This is an optimization exercise on Yosys and OpenROAD, whose aim is small area, a short achievable clock period and few clock cycles per item, not a production implementation. In this exercise RTL edits were held to simulation tests only and were not proved equivalent to the original. No activity file was given, so power comes from the tool's default toggle rates.

==> run a: inputs <==
==> flow/design.v <==
module u64_lzc (
    input  wire [63:0] n,
    output wire [5:0]  lz,
    output wire        pow2
);
    reg        v [0:6][0:63];
    reg [5:0]  z [0:6][0:63];
    reg        a1 [0:6][0:63];
    reg        m1 [0:6][0:63];
    integer l, i;
    always @* begin
        for (i = 0; i < 64; i = i + 1) begin
            v[0][i]  = n[i];
            z[0][i]  = 6'd0;
            a1[0][i] = n[i];
            m1[0][i] = 1'b0;
        end
        for (l = 1; l <= 6; l = l + 1)
            for (i = 0; i < (64 >> l); i = i + 1) begin
                v[l][i]  = v[l-1][2*i+1] | v[l-1][2*i];
                z[l][i]  = v[l-1][2*i+1] ? z[l-1][2*i+1]
                                         : (z[l-1][2*i] | (6'd1 << (l - 1)));
                a1[l][i] = a1[l-1][2*i+1] | a1[l-1][2*i];
                m1[l][i] = m1[l-1][2*i+1] | m1[l-1][2*i] | (a1[l-1][2*i+1] & a1[l-1][2*i]);
            end
    end
    assign lz   = v[6][0] ? z[6][0] : 6'd63;
    assign pow2 = a1[6][0] & ~m1[6][0];
endmodule
module srt_step2 (
    input  wire [56:0] ws,
    input  wire [56:0] wc,
    input  wire [56:0] D,
    input  wire [5:0]  Dt,       
    input  wire        inc,
    input  wire        p1,
    input  wire        n1,
    output wire        p2,
    output wire        n2,
    output wire        p3,
    output wire        n3,
    output wire [56:0] ws_n,
    output wire [56:0] wc_n
);
    function automatic [1:0] est(input [4:0] x, input [4:0] y);
        reg [4:0] g, p;
        reg c4;
        begin
            g  = x & y;
            p  = x ^ y;
            c4 = g[3] | (p[3] & g[2]) | (p[3] & p[2] & g[1]) | (p[3] & p[2] & p[1] & g[0]);
            est = {~(p[4] ^ c4), &p};
        end
    endfunction
    function automatic [1:0] nxt(input [5:0] x, input [5:0] y, input [5:0] m);
        nxt = est(x[5:1] ^ y[5:1] ^ m[5:1],
                  (x[4:0] & y[4:0]) | (x[4:0] & m[4:0]) | (y[4:0] & m[4:0]));
    endfunction
    wire [5:0] mp = ~Dt;
    wire [5:0] mn =  Dt;
    wire [56:0] a    = {ws[55:0], 1'b0};
    wire [56:0] b    = {wc[55:0], 1'b0};
    wire [56:0] m1   = p1 ? ~D : (n1 ? D : 57'd0);
    wire        inj1 = p1 ? ~inc : (n1 & inc);
    wire [56:0] ws1  = a ^ b ^ m1;
    wire [56:0] c1   = (a & b) | (a & m1) | (b & m1);
    wire [56:0] wc1  = {c1[55:0], inj1};
    wire [1:0] ep = nxt(a[55:50], b[55:50], mp);
    wire [1:0] e0 = nxt(a[55:50], b[55:50], 6'd0);
    wire [1:0] en = nxt(a[55:50], b[55:50], mn);
    wire [1:0] e2 = p1 ? ep : (n1 ? en : e0);
    assign p2 = e2[1];
    assign n2 = ~e2[1] & ~e2[0];
    wire [56:0] a2   = {ws1[55:0], 1'b0};
    wire [56:0] b2   = {wc1[55:0], 1'b0};
    wire [56:0] m2   = p2 ? ~D : (n2 ? D : 57'd0);
    wire        inj2 = p2 ? ~inc : (n2 & inc);
    assign ws_n = a2 ^ b2 ^ m2;
    wire [56:0] c2   = (a2 & b2) | (a2 & m2) | (b2 & m2);
    assign wc_n = {c2[55:0], inj2};
    wire [1:0] fp = nxt(a2[55:50], b2[55:50], mp);
    wire [1:0] f0 = nxt(a2[55:50], b2[55:50], 6'd0);
    wire [1:0] fn = nxt(a2[55:50], b2[55:50], mn);
    wire [1:0] e3 = p2 ? fp : (n2 ? fn : f0);
    assign p3 = e3[1];
    assign n3 = ~e3[1] & ~e3[0];
endmodule
module cdivr (
    input  wire         clk,
    input  wire         rst,
    input  wire         in_valid,
    output wire         in_ready,
    input  wire [127:0] a,
    input  wire [63:0]  n,
    output reg          out_valid,
    output wire [127:0] y
);
    reg        st_idle, st_n1, st_n2, st_div, st_f1, st_fin;
    reg [4:0]  cnt;
    reg        long;         
    reg [63:0] d;
    reg [5:0]  lz;
    reg        d_inc;
    reg [2:0]  dt;           
    reg        s   [0:1];
    reg [12:0] e   [0:1];    
    reg [55:0] Q   [0:1];    
    reg [55:0] QM  [0:1];    
    reg [56:0] ws  [0:1];    
    reg [56:0] wc  [0:1];
    reg        stk [0:1];    
    reg        frc [0:1];    
    reg        nan [0:1];    
    reg [1:0]  qp, qn;       
    wire [1:0] qp_n, qn_n;
    assign in_ready = st_idle;
    assign y = {s[1], e[1][10:0], Q[1][52:1], s[0], e[0][10:0], Q[0][52:1]};
    wire [5:0]  lzc;
    wire        pow2;
    u64_lzc u_lzc (.n(d), .lz(lzc), .pow2(pow2));
    wire        dz    = ~|d;
    reg  [5:0]  pos;
    integer j;
    always @* begin
        pos = 6'd0;
        for (j = 0; j < 64; j = j + 1)
            if (d[j]) pos = pos | j[5:0];
    end
    wire [63:0] dn    = d << lz;
    wire        dninc = dn[10] & ((|dn[9:0]) | dn[11]);
    wire [56:0] D     = {3'b000, d[63:11], d_inc};
    wire [1:0]  cond;
    wire [1:0]  qm_top;
    wire [55:0] Q_n   [0:1];
    wire [55:0] QM_n  [0:1];
    wire [56:0] ws_n  [0:1];
    wire [56:0] wc_n  [0:1];
    wire [1:0]  rneg, rz0, rzd;
    wire [62:0] rnd   [0:1];
    genvar c;
    generate for (c = 0; c < 2; c = c + 1) begin : g_c
        wire        p1 = qp[c], n1 = qn[c];
        wire        p2, n2;
        srt_step2 u_s (.ws(ws[c]), .wc(wc[c]), .D(D), .Dt({3'b001, dt}), .inc(d_inc),
                       .p1(p1), .n1(n1), .p2(p2), .n2(n2),
                       .p3(qp_n[c]), .n3(qn_n[c]),
                       .ws_n(ws_n[c]), .wc_n(wc_n[c]));
        wire signed [2:0] v = $signed({p1 | n1 ? {n1, 1'b1} : 2'b00, 1'b0})
                            + $signed({n2, p2 | n2});
        wire v_ge0 = p1 | (~n1 & ~n2);
        wire v_ge1 = p1 | (~n1 & p2);
        wire [1:0] vm1 = v[1:0] - 2'd1;
        assign Q_n[c]  = {v_ge0 ? Q[c][53:0] : QM[c][53:0], v[1:0]};
        assign QM_n[c] = {v_ge1 ? Q[c][53:0] : QM[c][53:0], vm1};
        assign qm_top[c] = QM[c][51];
        wire [56:0] x = ws[c] ^ wc[c];
        wire [56:0] o = ws[c] | wc[c];
        assign rz0[c] = (x == {o[55:0], 1'b0});
        wire [56:0] s3 = x ^ D;
        wire [56:0] c3 = {((ws[c] & wc[c]) | (x & D)), 1'b0};
        wire [56:0] x3 = s3 ^ c3;
        wire [56:0] o3 = s3 | c3;
        assign rzd[c] = (x3 == {o3[55:0], d_inc});
        reg [55:0] g, p;
        integer l, i;
        always @* begin
            g = ws[c][55:0] & wc[c][55:0];
            p = o[55:0];
            for (l = 1; l < 64; l = l * 2)
                for (i = 55; i >= l; i = i - 1) begin
                    g[i] = g[i] | (p[i] & g[i - l]);
                    p[i] = p[i] & p[i - l];
                end
        end
        assign rneg[c] = x[56] ^ g[55];
        assign cond[c] = ~frc[c] & ((long & (Q[c][55] | Q[c][54])) |
                                    e[c][12] | (e[c][11:0] == 12'd0));
        wire [10:0] efield = frc[c] ? 11'h7ff : (Q[c][53] ? e[c][10:0] : 11'd0);
        wire [51:0] frac   = frc[c] ? {nan[c], 51'd0} : Q[c][52:1];
        wire        rinc   = ~frc[c] & Q[c][0] & (stk[c] | Q[c][1]);
        assign rnd[c] = {efield, frac} + {62'd0, rinc};
    end endgenerate
    wire fin_shift = cond[0] | cond[1];
    always @(posedge clk) begin
        if (rst) begin
            st_idle   <= 1'b1;
            st_n1     <= 1'b0;
            st_n2     <= 1'b0;
            st_div    <= 1'b0;
            st_f1     <= 1'b0;
            st_fin    <= 1'b0;
            out_valid <= 1'b0;
        end else begin
            out_valid <= 1'b0;
            if (st_idle && in_valid) begin
                st_idle <= 1'b0;
                st_n1   <= 1'b1;
            end
            if (st_n1) begin
                st_n1 <= 1'b0;
                if (pow2 || dz) st_fin <= 1'b1;
                else            st_n2  <= 1'b1;
            end
            if (st_n2) begin
                st_n2  <= 1'b0;
                st_div <= 1'b1;
            end
            if (st_div && (cnt == 5'd27 || (cnt == 5'd26 && qm_top[0] && qm_top[1]))) begin
                st_div <= 1'b0;
                st_f1  <= 1'b1;
            end
            if (st_f1) begin
                st_f1  <= 1'b0;
                st_fin <= 1'b1;
            end
            if (st_fin && !fin_shift) begin
                st_fin    <= 1'b0;
                st_idle   <= 1'b1;
                out_valid <= 1'b1;
            end
        end
    end
    integer k;
    always @(posedge clk) begin
        if (st_n2) cnt <= 5'd0;
        else       cnt <= cnt + 5'd1;
        if (st_idle) d <= n;
        if (st_n1) begin
            lz   <= lzc;
            long <= 1'b0;
        end
        if (st_n2) begin
            d     <= dn;
            d_inc <= dninc;
            dt    <= dn[62:60];
        end
        if (st_div && cnt == 5'd27) long <= 1'b1;
        for (k = 0; k < 2; k = k + 1) begin
            qp[k] <= st_n2 | qp_n[k];
            qn[k] <= ~st_n2 & qn_n[k];
            ws[k] <= st_n2 ? {4'b0000, Q[k][53:1]} : ws_n[k];
            wc[k] <= st_n2 ? 57'd0 : wc_n[k];
            QM[k] <= QM_n[k];
            if (st_idle) begin
                s[k] <= a[64*k + 63];
                e[k] <= {2'b00, a[64*k + 62 -: 11]};
                Q[k] <= {2'b00, |a[64*k + 62 -: 11], a[64*k + 51 -: 52], 1'b0};
            end
            if (st_n1) begin : norm
                reg xe0, xe1, xf0, xzero;
                xe0   = (e[k][10:0] == 11'd0);
                xe1   = (e[k][10:0] == 11'h7ff);
                xf0   = (Q[k][52:1] == 52'd0);
                xzero = xe0 & xf0;
                nan[k] <= (xe1 & ~xf0) | (dz & xzero);
                frc[k] <= xe1 | dz;
                stk[k] <= 1'b0;
                if (pow2) e[k] <= {2'b00, e[k][10:1], e[k][0] | xe0} - {7'd0, pos};
            end
            if (st_n2)
                e[k] <= {2'b00, e[k][10:1], e[k][0] | (e[k][10:0] == 11'd0)} + {7'h7f, lz} + 13'd1;
            if (st_div) begin
                Q[k] <= Q_n[k];
                if (cnt == 5'd27) e[k] <= e[k] - 13'd2;
            end
            if (st_f1) begin
                Q[k] <= {(rneg[k] ? QM[k][55:54] : Q[k][55:54]) & {2{long}},
                         rneg[k] ? QM[k][53:0] : Q[k][53:0]};
                stk[k] <= rneg[k] ? ~rzd[k] : ~rz0[k];
            end
            if (st_fin) begin
                if (fin_shift) begin
                    if (cond[k]) begin
                        Q[k]   <= {1'b0, Q[k][55:1]};
                        e[k]   <= e[k] + 13'd1;
                        stk[k] <= stk[k] | Q[k][0];
                    end
                end else begin
                    e[k][10:0] <= rnd[k][62:52];
                    Q[k][52:1] <= rnd[k][51:0];
                end
            end
        end
    end
endmodule
==> flow/run.sh <==
#!/bin/bash
# synth_recipe.tcl (not shown) runs the flow's synth.tcl, then flattens the netlist and writes it again
# the make line also repeats each setting of config.mk as NAME=value (left out here)
make -C /OpenROAD-flow-scripts/flow DESIGN_CONFIG=/design/flow/config.mk WORK_HOME=/design/flow/orfs CLKGATE_MAP_FILE= SYNTH_SCRIPT=/design/flow/synth_recipe.tcl finish
==> flow/config.mk <==
export PLATFORM = sky130hd
export DESIGN_NAME = cdivr
export DESIGN_NICKNAME = cdivr
export VERILOG_FILES = /design/flow/design.v
export SDC_FILE = /design/flow/constraint.sdc
export NUM_CORES = 4
export LEC_CHECK = 0
export CAP_MARGIN = 20
export CORE_MARGIN = 2
export CORE_UTILIZATION = 40
export SLEW_MARGIN = 20
==> flow/constraint.sdc <==
create_clock -name core_clock -period 14.0 [get_ports {clk}]
set_input_delay 2.8000 -clock core_clock [delete_from_list [all_inputs] [get_ports {clk}]]
set_output_delay 2.8000 -clock core_clock [all_outputs]
set_load 0.01 [all_outputs]
==> run b: changes against run a <==
==> flow/design.v, changed modules only <==
module srt_step2 (
    input  wire [56:0] ws,
    input  wire [56:0] wc,
    input  wire [56:0] D,
    input  wire [5:0]  Dp,
    input  wire [5:0]  Dn,
    input  wire        inc,
    input  wire        p1,
    input  wire        n1,
    input  wire        p1t,
    input  wire        n1t,
    output wire        p2,
    output wire        n2,
    output wire        p3,
    output wire        n3,
    output wire [56:0] ws_n,
    output wire [56:0] wc_n
);
    function automatic [1:0] est(input [4:0] x, input [4:0] y);
        reg [4:0] g, p;
        reg c4;
        begin
            g  = x & y;
            p  = x ^ y;
            c4 = g[3] | (p[3] & g[2]) | (p[3] & p[2] & g[1]) | (p[3] & p[2] & p[1] & g[0]);
            est = {~(p[4] ^ c4), &p};
        end
    endfunction
    function automatic [1:0] nxt(input [5:0] x, input [5:0] y, input [5:0] m);
        nxt = est(x[5:1] ^ y[5:1] ^ m[5:1],
                  (x[4:0] & y[4:0]) | (x[4:0] & m[4:0]) | (y[4:0] & m[4:0]));
    endfunction
    wire [56:0] a = {ws[55:0], 1'b0};
    wire [56:0] b = {wc[55:0], 1'b0};
    wire [1:0] ep = nxt(a[55:50], b[55:50], Dp);
    wire [1:0] e0 = nxt(a[55:50], b[55:50], 6'd0);
    wire [1:0] en = nxt(a[55:50], b[55:50], Dn);
    wire [1:0] e2  = p1  ? ep : (n1  ? en : e0);
    wire [1:0] e2t = p1t ? ep : (n1t ? en : e0);
    assign p2 = e2[1];
    assign n2 = ~e2[1] & ~e2[0];
    wire   p2t = e2t[1];
    wire   n2t = ~e2t[1] & ~e2t[0];
    wire [56:0] m1   = p1 ? ~D : (n1 ? D : 57'd0);
    wire [27:0] m1t  = p1t ? ~D[56:29] : (n1t ? D[56:29] : 28'd0);
    wire [56:0] m1x  = {m1t, m1[28:0]};
    wire        inj1 = p1 ? ~inc : (n1 & inc);
    wire [56:0] ws1  = a ^ b ^ m1x;
    wire [56:0] c1   = (a & b) | (a & m1x) | (b & m1x);
    wire [56:0] wc1  = {c1[55:0], inj1};
    wire [56:0] a2   = {ws1[55:0], 1'b0};
    wire [56:0] b2   = {wc1[55:0], 1'b0};
    wire [56:0] m2   = p2 ? ~D : (n2 ? D : 57'd0);
    wire [27:0] m2t  = p2t ? ~D[56:29] : (n2t ? D[56:29] : 28'd0);
    wire [56:0] m2x  = {m2t, m2[28:0]};
    wire        inj2 = p2 ? ~inc : (n2 & inc);
    assign ws_n = a2 ^ b2 ^ m2x;
    wire [56:0] c2   = (a2 & b2) | (a2 & m2x) | (b2 & m2x);
    assign wc_n = {c2[55:0], inj2};
    wire [1:0] fp = nxt(a2[55:50], b2[55:50], Dp);
    wire [1:0] f0 = nxt(a2[55:50], b2[55:50], 6'd0);
    wire [1:0] fn = nxt(a2[55:50], b2[55:50], Dn);
    wire [1:0] e3 = p2t ? fp : (n2t ? fn : f0);
    assign p3 = e3[1];
    assign n3 = ~e3[1] & ~e3[0];
endmodule
module cdivr (
    input  wire         clk,
    input  wire         rst,
    input  wire         in_valid,
    output wire         in_ready,
    input  wire [127:0] a,
    input  wire [63:0]  n,
    output reg          out_valid,
    output wire [127:0] y
);
    reg        st_idle, st_n1, st_n2, st_div, st_f1, st_fin;
    reg [4:0]  cnt;
    reg        long;         
    reg [63:0] d;
    reg [5:0]  lz;
    reg        d_inc;
    reg [5:0]  dtp [0:1];    
    reg [5:0]  dtn [0:1];    
    reg        s   [0:1];
    reg [12:0] e   [0:1];    
    reg [55:0] Q   [0:1];    
    reg [55:0] QM  [0:1];    
    reg [56:0] ws  [0:1];    
    reg [56:0] wc  [0:1];
    reg        stk [0:1];    
    reg        frc [0:1];    
    reg        nan [0:1];    
    reg [1:0]  qp, qn;       
    reg [1:0]  qpt_n, qnt_n; 
    wire [1:0] qp_n, qn_n;
    assign in_ready = st_idle;
    assign y = {s[1], e[1][10:0], Q[1][52:1], s[0], e[0][10:0], Q[0][52:1]};
    wire [5:0]  lzc;
    wire        pow2;
    u64_lzc u_lzc (.n(d), .lz(lzc), .pow2(pow2));
    wire        dz    = ~|d;
    reg  [5:0]  pos;
    integer j;
    always @* begin
        pos = 6'd0;
        for (j = 0; j < 64; j = j + 1)
            if (d[j]) pos = pos | j[5:0];
    end
    wire [63:0] dn    = d << lz;
    wire        dninc = dn[10] & ((|dn[9:0]) | dn[11]);
    wire [56:0] D     = {3'b000, d[63:11], d_inc};
    wire [1:0]  cond;
    wire [1:0]  qm_top;
    wire [55:0] Q_n   [0:1];
    wire [55:0] QM_n  [0:1];
    wire [56:0] ws_n  [0:1];
    wire [56:0] wc_n  [0:1];
    wire [1:0]  rneg, rz0, rzd;
    wire [62:0] rnd   [0:1];
    genvar c;
    generate for (c = 0; c < 2; c = c + 1) begin : g_c
        wire        p1 = qp[c], n1 = qn[c];
        wire        p2, n2;
        srt_step2 u_s (.ws(ws[c]), .wc(wc[c]), .D(D), .Dp(dtp[c]), .Dn(dtn[c]),
                       .inc(d_inc), .p1(p1), .n1(n1), .p1t(~qpt_n[c]), .n1t(~qnt_n[c]),
                       .p2(p2), .n2(n2), .p3(qp_n[c]), .n3(qn_n[c]),
                       .ws_n(ws_n[c]), .wc_n(wc_n[c]));
        wire signed [2:0] v = $signed({p1 | n1 ? {n1, 1'b1} : 2'b00, 1'b0})
                            + $signed({n2, p2 | n2});
        wire v_ge0 = p1 | (~n1 & ~n2);
        wire v_ge1 = p1 | (~n1 & p2);
        wire [1:0] vm1 = v[1:0] - 2'd1;
        assign Q_n[c]  = {v_ge0 ? Q[c][53:0] : QM[c][53:0], v[1:0]};
        assign QM_n[c] = {v_ge1 ? Q[c][53:0] : QM[c][53:0], vm1};
        assign qm_top[c] = QM[c][51];
        wire [56:0] x = ws[c] ^ wc[c];
        wire [56:0] o = ws[c] | wc[c];
        assign rz0[c] = (x == {o[55:0], 1'b0});
        wire [56:0] s3 = x ^ D;
        wire [56:0] c3 = {((ws[c] & wc[c]) | (x & D)), 1'b0};
        wire [56:0] x3 = s3 ^ c3;
        wire [56:0] o3 = s3 | c3;
        assign rzd[c] = (x3 == {o3[55:0], d_inc});
        reg [55:0] g, p;
        integer l, i;
        always @* begin
            g = ws[c][55:0] & wc[c][55:0];
            p = o[55:0];
            for (l = 1; l < 64; l = l * 2)
                for (i = 55; i >= l; i = i - 1) begin
                    g[i] = g[i] | (p[i] & g[i - l]);
                    p[i] = p[i] & p[i - l];
                end
        end
        assign rneg[c] = x[56] ^ g[55];
        assign cond[c] = ~frc[c] & ((long & (Q[c][55] | Q[c][54])) |
                                    e[c][12] | (e[c][11:0] == 12'd0));
        wire [10:0] efield = frc[c] ? 11'h7ff : (Q[c][53] ? e[c][10:0] : 11'd0);
        wire [51:0] frac   = frc[c] ? {nan[c], 51'd0} : Q[c][52:1];
        wire        rinc   = ~frc[c] & Q[c][0] & (stk[c] | Q[c][1]);
        assign rnd[c] = {efield, frac} + {62'd0, rinc};
    end endgenerate
    wire fin_shift = cond[0] | cond[1];
    wire [1:0] p2ok;
    generate for (c = 0; c < 2; c = c + 1) begin : g_p2
        assign p2ok[c] = (e[c][10:0] != 11'h7ff) &
                         ((|e[c][10:6]) | (e[c][5:0] > pos));
    end endgenerate
    always @(posedge clk) begin
        if (rst) begin
            st_idle   <= 1'b1;
            st_n1     <= 1'b0;
            st_n2     <= 1'b0;
            st_div    <= 1'b0;
            st_f1     <= 1'b0;
            st_fin    <= 1'b0;
            out_valid <= 1'b0;
        end else begin
            out_valid <= 1'b0;
            if (st_idle && in_valid) begin
                st_idle <= 1'b0;
                st_n1   <= 1'b1;
            end
            if (st_n1) begin
                st_n1 <= 1'b0;
                if (pow2 && p2ok[0] && p2ok[1]) begin
                    st_idle   <= 1'b1;
                    out_valid <= 1'b1;
                end else if (pow2 || dz) st_fin <= 1'b1;
                else                     st_n2  <= 1'b1;
            end
            if (st_n2) begin
                st_n2  <= 1'b0;
                st_div <= 1'b1;
            end
            if (st_div && (cnt == 5'd27 || (cnt == 5'd26 && qm_top[0] && qm_top[1]))) begin
                st_div <= 1'b0;
                st_f1  <= 1'b1;
            end
            if (st_f1) begin
                st_f1  <= 1'b0;
                st_fin <= 1'b1;
            end
            if (st_fin && !fin_shift) begin
                st_fin    <= 1'b0;
                st_idle   <= 1'b1;
                out_valid <= 1'b1;
            end
        end
    end
    integer k;
    always @(posedge clk) begin
        if (st_n2) cnt <= 5'd0;
        else       cnt <= cnt + 5'd1;
        if (st_idle) d <= n;
        if (st_n1) begin
            lz   <= lzc;
            long <= 1'b0;
        end
        if (st_n2) begin
            d     <= dn;
            d_inc <= dninc;
            for (k = 0; k < 2; k = k + 1) begin
                dtp[k] <= ~{3'b001, dn[62:60]};
                dtn[k] <=  {3'b001, dn[62:60]};
            end
        end
        if (st_div && cnt == 5'd27) long <= 1'b1;
        for (k = 0; k < 2; k = k + 1) begin
            qp[k]  <= st_n2 | qp_n[k];
            qn[k]  <= ~st_n2 & qn_n[k];
            qpt_n[k] <= ~(st_n2 | qp_n[k]);
            qnt_n[k] <= ~(~st_n2 & qn_n[k]);
            ws[k] <= st_n2 ? {4'b0000, Q[k][53:1]} : ws_n[k];
            wc[k] <= st_n2 ? 57'd0 : wc_n[k];
            QM[k] <= QM_n[k];
            if (st_idle) begin
                s[k] <= a[64*k + 63];
                e[k] <= {2'b00, a[64*k + 62 -: 11]};
                Q[k] <= {3'b000, a[64*k + 51 -: 52], 1'b0};
            end
            if (st_n1) begin : norm
                reg xe0, xe1, xf0, xzero;
                xe0   = (e[k][10:0] == 11'd0);
                xe1   = (e[k][10:0] == 11'h7ff);
                xf0   = (Q[k][52:1] == 52'd0);
                xzero = xe0 & xf0;
                nan[k] <= (xe1 & ~xf0) | (dz & xzero);
                frc[k] <= xe1 | dz;
                stk[k] <= 1'b0;
                Q[k][53] <= ~xe0;    
                if (pow2) e[k] <= {2'b00, e[k][10:1], e[k][0] | xe0} - {7'd0, pos};
            end
            if (st_n2)
                e[k] <= {2'b00, e[k][10:1], e[k][0] | (e[k][10:0] == 11'd0)} + {7'h7f, lz} + 13'd1;
            if (st_div) begin
                Q[k] <= Q_n[k];
                if (cnt == 5'd27) e[k] <= e[k] - 13'd2;
            end
            if (st_f1) begin
                Q[k] <= {(rneg[k] ? QM[k][55:54] : Q[k][55:54]) & {2{long}},
                         rneg[k] ? QM[k][53:0] : Q[k][53:0]};
                stk[k] <= rneg[k] ? ~rzd[k] : ~rz0[k];
            end
            if (st_fin) begin
                if (fin_shift) begin
                    if (cond[k]) begin
                        Q[k]   <= {1'b0, Q[k][55:1]};
                        e[k]   <= e[k] + 13'd1;
                        stk[k] <= stk[k] | Q[k][0];
                    end
                end else begin
                    e[k][10:0] <= rnd[k][62:52];
                    Q[k][52:1] <= rnd[k][51:0];
                end
            end
        end
    end
endmodule
==> qor summary <==
item	run a	run b
Minimum clock period	5.58 ns	5.26 ns
Cell count along the critical path	15	14
Area overhead of the layout relative to synthesis	12.0%	11.6%
Slowest stage cell on the critical path	sky130_fd_sc_hd__nand2b_2	sky130_fd_sc_hd__nor4_1
Netlist Area Pre-Place	56900 um2	57800 um2
Fin Hold WS	0.447 ns	0.445 ns
Net count after synthesis	7558	7541
Largest net degree at the start of global routing	157	182
Clock buffer count in the final layout	96	93
Highest clock frequency the design can meet	179 MHz	190 MHz
Later-pin clock latency in the skew report	0.71 ns	0.72 ns
Switching fraction of total power	48.9%	49.9%
Number of flops mapped to enable cells by yosys	80	83
Comb_multi_in	4713	4742
Peak supply drop	266 uV	226 uV
Outcome	no timing/DRC/antenna violations	no timing/DRC/antenna violations
Power consumed by the clock network	0.00208 W	0.00209 W
Testbench counts of run a, summed over its fixed seeds: cycles 28,864, items 1,600.
Testbench counts of run b, summed over its fixed seeds: cycles 28,047, items 1,600.

-- afterwards: timing with drivers on the ports --
In the flow no input, the clock included, has a driving cell. The finished layouts below were timed again as built, in two steps. Step 1 (the two cells are an assumption about what drives the block):
set clk [get_ports {clk}]
set_driving_cell -lib_cell sky130_fd_sc_hd__clkbuf_16 $clk
set_driving_cell -lib_cell sky130_fd_sc_hd__buf_2 [delete_from_list [all_inputs] $clk]
Step 2, shift: input delay + t, output delay - t, t = (earliest + latest rising clock arrival at the registers) / 2. This alone moves slack from input paths to output paths. Slacks: no drivers / after step 1 / after step 2; pairs: no drivers / after step 1.
run | shift t [ns] | setup slack, ns | worst setup path at the end
run a | 0.756 | 8.423 / 8.423 / 8.423 | register to register
run b | 0.767 | 8.737 / 8.737 / 8.737 | register to register
After both steps every run listed still meets setup and hold.
